This design comes from an exercise in tuning for small area, a short achievable clock period and few clock cycles per item on the open sky130 flow, not from production work.
The RTL was checked by simulation tests, not by an equivalence proof against the original design.
Power is estimated from default activity; no workload was simulated.

==> flow/design.v <==
module rsn_core (
    input  wire       clk,
    input  wire       rst,
    input  wire       req_valid,
    output wire       req_ready,
    input  wire [7:0] req_data,
    input  wire       req_last,
    output wire       resp_valid,
    input  wire       resp_ready,
    output wire [7:0] resp_data,
    output wire       resp_last
);
    localparam DQ_LG = 2;                  
    localparam DQ_N  = 1 << DQ_LG;
    localparam [8:0] SPACE_MARGIN = 9'd10;  
    localparam [7:0] OP_CRC_COMPUTE = 8'h01,
                     OP_CRC_VERIFY  = 8'h02,
                     OP_ENC_A       = 8'h03,
                     OP_ENC_B       = 8'h13,
                     OP_DEC_A       = 8'h04,
                     OP_DEC_B       = 8'h14,
                     OP_MEAS_FLOAT  = 8'h05,
                     OP_MEAS_FIXED  = 8'h15;
    function [7:0] crc8_byte;
        input [7:0] c_in;
        input [7:0] d;
        integer i;
        reg [7:0] c;
        begin
            c = c_in ^ d;
            for (i = 0; i < 8; i = i + 1)
                c = c[7] ? ((c << 1) ^ 8'h31) : (c << 1);
            crc8_byte = c;
        end
    endfunction
    reg        rdy_r;
    reg        in_v;
    reg  [7:0] in_d;
    reg        in_l;
    assign req_ready = rdy_r;
    always @(posedge clk) begin
        in_v <= !rst && req_valid && rdy_r;
        in_d <= req_data;
        in_l <= req_last;
    end
    reg  [15:0] mem [0:255];
    reg  [1:0]  wr_en;
    reg  [7:0]  wr_addr;
    reg  [15:0] wr_data;
    always @(posedge clk) begin
        if (wr_en[1]) mem[wr_addr][15:8] <= wr_data[15:8];
        if (wr_en[0]) mem[wr_addr][7:0]  <= wr_data[7:0];
    end
    reg  [1:0]  dq_cls  [0:DQ_N-1];     
    reg         dq_hb1  [0:DQ_N-1];     
    reg  [7:0]  dq_b1   [0:DQ_N-1];
    reg  [8:0]  dq_blen [0:DQ_N-1];     
    reg  [DQ_LG-1:0] dq_wp, dq_rp;
    reg  [DQ_LG:0]   dq_cnt;
    reg  [9:0]  cnt;           
    reg         o_crc, o_ver, o_enc, o_enca, o_dec, o_flt, o_fix, o_ill;
    reg         have_len;
    reg  [9:0]  exp_last;      
    reg  [7:0]  lenf;          
    reg  [7:0]  crc;
    reg  [1:0]  gpos;
    reg         gbad;
    reg  [7:0]  hold;
    reg  [15:0] wv;
    reg  [8:0]  boff;          
    reg  [8:0]  fb_w;          
    reg         pend_crc, pend_h;
    reg         post;          
    reg         post_ok;
    reg  [7:0]  post_w;        
    reg  [9:0]  rptr;          
    reg  [1:0]  tph;           
    reg  [8:0]  rem;
    reg         ov, ol;
    reg  [7:0]  od;
    assign resp_valid = ov;
    assign resp_data  = od;
    assign resp_last  = ol;
    wire first = (cnt == 10'd0);
    wire [7:0] op = in_d;
    wire n_crc  = (op == OP_CRC_COMPUTE);
    wire n_ver  = (op == OP_CRC_VERIFY);
    wire n_enc  = (op == OP_ENC_A) || (op == OP_ENC_B);
    wire n_dec  = (op == OP_DEC_A) || (op == OP_DEC_B);
    wire n_flt  = (op == OP_MEAS_FLOAT);
    wire n_fix  = (op == OP_MEAS_FIXED);
    wire in_range = have_len && (cnt <= exp_last);
    wire       crc_take = ((o_crc || o_ver) && cnt >= 10'd2 && in_range) ||
                          (o_enc && cnt >= 10'd4 && in_range) ||
                          (o_dec && cnt >= 10'd2 && in_range && gpos != 2'd2);
    wire [7:0] crc_in   = (o_dec && gpos == 2'd0) ? 8'hFF : crc;
    wire [7:0] crc_upd  = crc8_byte(crc_in, in_d);
    wire [7:0] crc_new  = crc_take ? crc_upd : crc;
    wire        mul_sel = (cnt == 10'd5) || pend_h;    
    wire [15:0] mul_x   = mul_sel ? wv : {hold, in_d};
    wire [31:0] t_val   = 32'd175 * {16'd0, mul_x} - 32'd2949075;
    wire [31:0] h_val   = 32'd100 * {16'd0, mul_x};
    wire       last_b   = in_v && in_l;
    wire       len_now  = (cnt == 10'd1 && (o_crc || o_ver || o_dec)) ||
                          (cnt == 10'd3 && o_enc);           
    wire [7:0] lenf_c   = len_now ? in_d : lenf;
    wire       len_ok   = (have_len && (cnt == exp_last)) ||
                          (len_now && !o_ver && in_d == 8'd0);
    wire       grp_ok   = !(gbad || (o_dec && gpos == 2'd2 && in_d != crc));
    wire       enc_crc  = o_enca && (lenf_c != 8'd0);
    reg  [1:0] d_cls;
    reg        d_hb1;
    reg  [7:0] d_b1;
    reg  [8:0] d_blen;
    reg        f_ok;        
    always @(*) begin
        d_cls  = 2'd0;
        d_hb1  = 1'b1;
        d_b1   = 8'h00;
        d_blen = 9'd0;
        f_ok   = 1'b0;
        if (first) begin
            d_cls = 2'd1;
            d_b1  = (n_crc || n_ver || n_enc || n_dec || n_flt || n_fix) ? 8'h02 : 8'h01;
        end else if (o_ill) begin
            d_cls = 2'd1; d_b1 = 8'h01;
        end else if (!len_ok) begin
            d_cls = 2'd1; d_b1 = 8'h02;
        end else if (o_crc) begin
            d_b1 = crc_new;
        end else if (o_ver) begin
            d_b1 = {7'd0, crc == in_d};
        end else if (o_enc) begin
            d_hb1  = 1'b0;
            d_blen = {1'b0, lenf_c} + (enc_crc ? 9'd5 : 9'd4);
            f_ok   = 1'b1;
        end else if (o_dec) begin
            if (!grp_ok) begin
                d_cls = 2'd2;
            end else begin
                d_b1   = lenf_c;
                d_blen = {lenf_c, 1'b0};
                f_ok   = 1'b1;
            end
        end else if (o_flt) begin
            d_blen = 9'd12;
            f_ok   = 1'b1;
        end else begin
            d_b1   = 8'h01;
            d_blen = 9'd10;
            f_ok   = 1'b1;
        end
    end
    reg        w_do;
    reg        w_word;      
    reg  [8:0] w_off;       
    reg [15:0] w_dat;
    always @(*) begin
        w_do   = 1'b0;
        w_word = 1'b0;
        w_off  = boff;
        w_dat  = {in_d, in_d};
        if (pend_crc) begin
            w_do  = 1'b1;
            w_dat = {crc, crc};
        end else if (pend_h) begin
            w_do   = 1'b1;
            w_word = 1'b1;
            w_off  = 9'd6;
            w_dat  = h_val[31:16];
        end else if (in_v && !first) begin
            if (o_enc) begin
                if (cnt == 10'd1) begin
                    w_do = 1'b1; w_off = 9'd2;
                end else if (cnt == 10'd2) begin
                    w_do = 1'b1; w_off = 9'd3;
                end else if (cnt == 10'd3) begin
                    w_do = 1'b1; w_word = 1'b1; w_off = 9'd0;
                    w_dat = {7'd0, enc_m};
                end else if (in_range) begin
                    w_do = 1'b1;
                end
            end else if (o_dec) begin
                if (cnt >= 10'd2 && in_range && gpos == 2'd1) begin
                    w_do = 1'b1; w_word = 1'b1; w_dat = {hold, in_d};
                end
            end else if (o_flt) begin
                if (cnt <= 10'd12) w_do = 1'b1;
            end else if (o_fix) begin
                case (cnt)
                    10'd2: begin w_do = 1'b1; w_word = 1'b1; w_off = 9'd0; w_dat = {hold, in_d}; end
                    10'd4: begin w_do = 1'b1; w_word = 1'b1; w_off = 9'd4; w_dat = t_val[15:0]; end
                    10'd5: begin w_do = 1'b1; w_word = 1'b1; w_off = 9'd2; w_dat = t_val[31:16]; end
                    10'd6: begin w_do = 1'b1; w_word = 1'b1; w_off = 9'd8; w_dat = h_val[15:0]; end
                    default: ;
                endcase
            end
        end
    end
    wire [8:0] enc_m = {1'b0, in_d} + ((o_enca && in_d != 8'd0) ? 9'd3 : 9'd2);
    wire        dq_ne   = (dq_cnt != 0);
    wire [1:0]  h_cls   = dq_cls[dq_rp];
    wire        h_hb1   = dq_hb1[dq_rp];
    wire [7:0]  h_b1    = dq_b1[dq_rp];
    wire [8:0]  h_blen  = dq_blen[dq_rp];
    wire [15:0] rd_word = mem[rptr[8:1]];
    wire [7:0]  rd_byte = rptr[0] ? rd_word[7:0] : rd_word[15:8];
    wire        o_load  = !ov || resp_ready;
    wire        tx_go   = o_load && dq_ne;
    wire        tx_pop  = tx_go && ((tph == 2'd1 && h_blen == 9'd0) ||
                                    (tph == 2'd2 && rem == 9'd1));
    wire        dq_push  = last_b;
    wire [DQ_LG:0] dq_cnt_n = dq_cnt + {{DQ_LG{1'b0}}, dq_push} - {{DQ_LG{1'b0}}, tx_pop};
    wire [8:0]  used     = fb_w + {1'b0, boff[8:1]} + {8'd0, boff[0]} - rptr[9:1];
    wire        space_ok = (used <= 9'd256 - SPACE_MARGIN) || (fb_w == rptr[9:1]);
    wire        acc_last = req_valid && rdy_r && req_last;
    wire        dq_ok    = ({1'b0, dq_cnt_n} + {{DQ_LG+1{1'b0}}, acc_last}) <= (DQ_N - 1);
    always @(posedge clk) begin
        if (rst) begin
            rdy_r    <= 1'b0;
            cnt      <= 10'd0;
            fb_w     <= 9'd0;
            boff     <= 9'd0;
            pend_crc <= 1'b0;
            pend_h   <= 1'b0;
            post     <= 1'b0;
            wr_en    <= 2'b00;
            dq_wp    <= {DQ_LG{1'b0}};
            dq_rp    <= {DQ_LG{1'b0}};
            dq_cnt   <= {DQ_LG+1{1'b0}};
            rptr     <= 10'd0;
            tph      <= 2'd0;
            ov       <= 1'b0;
        end else begin
            rdy_r <= space_ok && dq_ok;
            wr_en   <= w_do ? (w_word ? 2'b11 : (w_off[0] ? 2'b01 : 2'b10)) : 2'b00;
            wr_addr <= fb_w[7:0] + w_off[8:1];
            wr_data <= w_dat;
            pend_crc <= 1'b0;
            pend_h   <= 1'b0;
            if (in_v) begin
                if (cnt != 10'h3FF)
                    cnt <= cnt + 10'd1;
                if (first) begin
                    o_crc    <= n_crc;
                    o_ver    <= n_ver;
                    o_enc    <= n_enc;
                    o_enca   <= (op == OP_ENC_A);
                    o_dec    <= n_dec;
                    o_flt    <= n_flt;
                    o_fix    <= n_fix;
                    o_ill    <= !(n_crc || n_ver || n_enc || n_dec || n_flt || n_fix);
                    have_len <= n_flt || n_fix;
                    exp_last <= n_flt ? 10'd12 : 10'd6;
                    crc      <= 8'hFF;
                    gpos     <= 2'd0;
                    gbad     <= 1'b0;
                    boff     <= 9'd0;
                end else begin
                    crc <= crc_new;
                    if (cnt == 10'd1 && (o_crc || o_ver || o_dec)) begin
                        lenf     <= in_d;
                        have_len <= 1'b1;
                        exp_last <= o_crc ? {2'b00, in_d} + 10'd1 :
                                    o_ver ? {2'b00, in_d} + 10'd2 :
                                            {1'b0, in_d, 1'b0} + {2'b00, in_d} + 10'd1;
                    end
                    if (cnt == 10'd3 && o_enc) begin
                        lenf     <= in_d;
                        have_len <= 1'b1;
                        exp_last <= {2'b00, in_d} + 10'd3;
                        boff     <= 9'd4;
                    end
                    if (o_dec && cnt >= 10'd2 && in_range) begin
                        case (gpos)
                            2'd0: begin hold <= in_d; gpos <= 2'd1; end
                            2'd1: begin boff <= boff + 9'd2; gpos <= 2'd2; end
                            default: begin
                                if (in_d != crc) gbad <= 1'b1;
                                gpos <= 2'd0;
                            end
                        endcase
                    end
                    if (o_enc && cnt >= 10'd4 && in_range)
                        boff <= boff + 9'd1;
                    if (o_flt && cnt <= 10'd12)
                        boff <= boff + 9'd1;
                    if (o_fix) begin
                        if (cnt == 10'd1 || cnt == 10'd3 || cnt == 10'd5)
                            hold <= in_d;
                        if (cnt == 10'd4 || cnt == 10'd6)
                            wv <= {hold, in_d};
                        if (cnt == 10'd1)
                            boff <= 9'd10;
                    end
                end
                if (in_l) begin
                    cnt      <= 10'd0;
                    pend_crc <= f_ok && o_enc && enc_crc;
                    pend_h   <= f_ok && o_fix;
                end
            end
            post    <= last_b;
            post_ok <= f_ok;
            post_w  <= d_blen[8:1] + {7'd0, d_blen[0]};
            if (post) begin
                if (post_ok)
                    fb_w <= fb_w + {1'b0, post_w};
                boff <= 9'd0;
            end
            if (dq_push) begin
                dq_cls[dq_wp]  <= d_cls;
                dq_hb1[dq_wp]  <= d_hb1;
                dq_b1[dq_wp]   <= d_b1;
                dq_blen[dq_wp] <= d_blen;
                dq_wp <= dq_wp + 1'b1;
            end
            if (tx_pop)
                dq_rp <= dq_rp + 1'b1;
            dq_cnt <= dq_cnt_n;
            if (o_load) begin
                ov <= dq_ne;
                if (dq_ne) begin
                    case (tph)
                        2'd0: begin
                            od  <= (h_cls == 2'd1) ? 8'hFF : (h_cls == 2'd2) ? 8'h81 : 8'h00;
                            ol  <= 1'b0;
                            rem <= h_blen;
                            tph <= h_hb1 ? 2'd1 : 2'd2;
                        end
                        2'd1: begin
                            od  <= h_b1;
                            ol  <= (h_blen == 9'd0);
                            tph <= (h_blen == 9'd0) ? 2'd0 : 2'd2;
                        end
                        default: begin
                            od  <= rd_byte;
                            ol  <= (rem == 9'd1);
                            rem <= rem - 9'd1;
                            if (rem == 9'd1) begin
                                tph  <= 2'd0;
                                rptr <= {rptr[9:1] + 9'd1, 1'b0};
                            end else begin
                                rptr <= rptr + 10'd1;
                            end
                        end
                    endcase
                end
            end
        end
    end
endmodule
==> flow/run.sh <==
#!/bin/bash
# synth_recipe.tcl (not shown) runs the flow's synth.tcl, then flattens the netlist and writes it again
# the make line also repeats each setting of config.mk as NAME=value (left out here)
make -C /OpenROAD-flow-scripts/flow DESIGN_CONFIG=/design/flow/config.mk WORK_HOME=/design/flow/orfs CLKGATE_MAP_FILE= SYNTH_SCRIPT=/design/flow/synth_recipe.tcl finish
==> flow/config.mk <==
export PLATFORM = sky130hd
export DESIGN_NAME = rsn_core
export DESIGN_NICKNAME = rsn_core
export VERILOG_FILES = /design/flow/design.v
export SDC_FILE = /design/flow/constraint.sdc
export NUM_CORES = 4
export LEC_CHECK = 0
export CAP_MARGIN = 20
export CORE_MARGIN = 2
export CORE_UTILIZATION = 40
export PLACE_DENSITY = 0.6
export SLEW_MARGIN = 20
==> flow/constraint.sdc <==
create_clock -name core_clock -period 12.0 [get_ports {clk}]
set_input_delay 2.4000 -clock core_clock [delete_from_list [all_inputs] [get_ports {clk}]]
set_output_delay 2.4000 -clock core_clock [all_outputs]
set_load 0.01 [all_outputs]
==> impl_metrics.toml <==
[power_and_ir_drop]
power_leakage_nw = 60.6
seq_power_share_pct = 53.7
p_switching_mw = 6.42
power.total_mw = 31.2
irDropWorstVdd_v = 0.000127
p_comb_share_pct = 3.0
clkPwrFrac_pct = 43.2
p_sw_share_pct = 20.6
p_int_mw = 24.8
p_per_area_mw_per_mm2 = 156

[global_route]
grt_pass1_wl_microns = 652000
grt_usage_pct = 19.7
grt.overflow.total = 0
grt_pass1_vias = 90000
grt_max_degree = 200
grt_antenna_before_repair = 12

[hold_path]
hold_depth = 1
hold_start = "boff[7]"
whs_endpoint = "boff[7]"
min_path_type = "reg2reg"

[synth]
ys_seq_area_share_pct = 73.2
synth_area_sq_mm = 0.178
syn_avg_cell_area_sq_um = 20.1
ys_types = 92
ys_async_sr_fraction_pct = 0
synth-edff-count = 4289
synth_nets = 9105
synth_cells = 8837
ys_warn_count = 1
ys_seq_elements = 4363
ys.flop_type = "edfxtp_1"

[detailed_routing]
routed_wirelength_microns = 451000
ant_nets = 0
dr_total_vias = 88400
wl_per_cell_microns = 29.5
first_pass_iters = 6
viasPerCell = 5.78
drcViolationCount = 0
drtIter0Drc = 10300

[clock_network]
cts_buffers = 437
cts_resized = 0
ctsHoldBuffers = 0
cts_setup_buffers = 0
clk_pin_slew_ns = 0.07
root_buffer = "clkbuf_16"
cts_htree_levels = 5
cts_tree = "yes"
cts_buffer_depth = 4
clkLatencyLatePin_ns = 0.98
cts.sinks = 4363

[run_status]
status = "complete, no violations"

[final_layout]
drive_above_1_share_pct = 23.4
regArea_sq_mm = 0.130
final_nets = 9275
multi_input_area_sq_mm = 0.0448
area_growth_pct = 12.1
filler_cell_count = 36800

[sta]
slew_headroom_pct = 13.5
rsz0062_at_grt = "false"
finalMaxSlewViolations = 0
period_minus_slack_ns = 8.39
setup_viol = 0
fin_skew_ns = 0.0410
clock.fmax_mhz = 119
fin_tns_setup_ns = 0
worst_slew_pin_slew_ns = 1.30
fin_crit_sh_pct = 69.9
hold_viol = 0

[floorplanning]
ios = 24
coreArea_sq_mm = 0.442
die_h_microns = 671
dieArea_sq_mm = 0.450
die_w_microns = 671
initial_core_util_pct = 40.2
rows = 244

[flow_run]
maxCapViolCount = 0

[setup_path]
rrSetupSlack_ns = 3.61
crit_fanout = 19
worstPathArrival_ns = 9.09
critPathMaxStageDelay_ns = 0.65
cp-end-kind = "flop"
crit_type = "reg2reg"
path_common_cell = "inv_1"
r2r_cells = 25
r2r_end = "wr_data[9]"
startpoint = "cnt[1]"
r2r_start = "cnt[1]"
critPathSlowestCell = "nor4_4"
critPathTopFamily = "adder cells"
required_ns = 12.70
start_kind = "flop"
cp_num_buf_inv = 6

[placement]
hpwlAfterDp_microns = 273000
io_buffers = 23
gp_congestion = 0.841
power groups by stage:
stage	Sequential (mW)	Combinational [mW]	Clock (mW)
6_report	16.8	0.948	13.5
5_1_grt	16.8	1.04	14.3
4_1_cts	16.8	0.948	13.7
3_5_place_dp	17.1	0.944	0
3_3_place_gp	17.1	0.921	0
2_1_floorplan	17.2	0.457	0
cell usage after synthesis (all sizes together), types with 11 or more instances:
cell type	count	share of area, %
a211oi	46	0.21
a21o	34	0.14
a21oi	161	0.45
a221oi	22	0.11
a22o	16	0.079
a22oi	50	0.21
a31oi	24	0.084
and2	20	0.070
and3	28	0.10
buf	229	0.66
clkbuf	254	0.54
dfxtp	74	0.83
edfxtp	4289	72
fa	75	0.84
ha	180	1.3
inv	255	0.54
mux2	43	0.27
mux2i	73	0.41
mux4	1247	16
nand2	209	0.44
nand2b	24	0.084
nand3	81	0.23
nand4	38	0.13
nor2	716	1.5
nor2b	37	0.13
nor3	41	0.12
nor4	16	0.065
o211ai	40	0.17
o21a	11	0.046
o21ai	127	0.36
o221ai	14	0.069
o22ai	35	0.12
o31ai	11	0.049
or2	14	0.049
or3	11	0.039
or4	14	0.061
xnor2	93	0.46
xor2	57	0.28
final cells by class:
| type | count | share of cell area, % |
|---|---|---|
| clock inverter | 274 | 1.28 |
| timing repair buffer | 214 | 1.00 |
| inverter | 257 | 0.483 |
| multi-input combinational | 3734 | 22.5 |
| antenna | 3 | 0.00376 |
| sequential | 4363 | 65.3 |
| tap | 5904 | 3.70 |
| clock buffer | 532 | 5.79 |
how the worst max path moves through the flow:
stage,end,slack (ns),cells past startpoint
floorplan,wr_data[9],4.65,26
global placement,wr_data[9],3.89,25
detailed placement,wr_data[9],3.73,25
CTS,wr_data[9],3.70,25
global route,wr_data[9],3.17,25
finish,wr_data[9],3.61,25
cells by family after synthesis:
family,after synthesis,synth area share (%)
AOI/OAI and AO/OA,692,2.62
xor gates and xnor gates,150,0.738
adders and majority gates,255,2.11
buffers and inverters,740,1.73
DFF,4363,73.2
muxes,1363,16.5
and+or+nand+nor,1274,3.16
metal layers:
| layer | wire length, microns | track usage (%) |
|---|---|---|
| met1 | 186000 | 28.0 |
| met5 | 36 | 0 |
| met3 | 33600 | 2.83 |
| met4 | 13800 | 5.65 |
| met2 | 217000 | 31.9 |
sequential cells by signal, summed over array words and instances (netlist names), 3 cells and up, named ones only:
name	count
boff	9
cnt	10
crc	8
dq_b1	32
dq_blen	36
dq_cls	8
dq_cnt	3
dq_hb1	4
exp_last	10
fb_w	9
hold	8
in_d	8
lenf	8
mem	4096
od	8
post_w	8
rem	9
rptr	10
wr_addr	8
wr_data	16
wv	16
per-stage QoR:
step | instances | setup slack, ns | hold slack [ns] | util (%) | cell area [sq um]
2_1_floorplan | 8837 | 4.65 | 0.456 | - | 178000
3_3_place_gp | 14500 | 3.89 | 0.495 | 41.9 | 185000
3_5_place_dp | 14500 | 3.73 | 0.484 | 41.9 | 185000
4_1_cts | 15300 | 3.70 | 0.497 | 45.1 | 200000
5_1_grt | 15300 | 3.17 | 0.543 | 45.1 | 200000
6_report | 15300 | 3.61 | 0.492 | 45.1 | 200000
cells in the final DEF, fill, tap and decap left out, types with 22 or more instances in the layout:
cell	instances
bufinv_16	44
nand3_1	65
o22ai_1	35
a22oi_1	50
xor2_1	57
a221oi_1	22
buf_12	24
a211oi_1	43
nand2_1	208
o211ai_1	40
dfxtp_1	67
xnor2_1	93
clkinv_2	88
clkinv_1	103
a21o_1	34
clkbuf_16	447
clkdlybuf4s50_1	22
nor3_1	37
mux4_2	1247
edfxtp_1	4289
ha_1	180
nand2b_1	24
a21oi_1	160
a31oi_1	24
inv_1	253
mux2i_1	73
buf_4	159
o21ai_0	124
and3_1	24
fa_1	75
mux2_2	43
nor2_1	709
clkbuf_1	80
nand4_1	38
nor2b_1	35
Testbench counts, summed over its fixed seeds: cycles 17,044, items 1,800.

-- what the ideal ports hide --
How much do the figures lean on ideal ports? The routed layout below was timed once more, with nothing changed but the port constraints. Step 1 (the two cells are an assumption about what drives the block):
set clk [get_ports {clk}]
set_driving_cell -lib_cell sky130_fd_sc_hd__clkbuf_16 $clk
set_driving_cell -lib_cell sky130_fd_sc_hd__buf_2 [delete_from_list [all_inputs] $clk]
Step 2 also shifts input and output timing later by t, the mid clock arrival at the registers, as if the neighbouring blocks saw the same clock. Three values: ideal, step 1, step 2; two values: the first two.
shift t [ns]: 1.055
setup WS [ns]: 3.610 / 3.610 / 3.610
pins driven straight from the clock port: 1
After both steps this run still meets setup and hold. For this run, drivers alone change the setup slack by 0.000 ns; drivers and shift together by 0.000 ns.
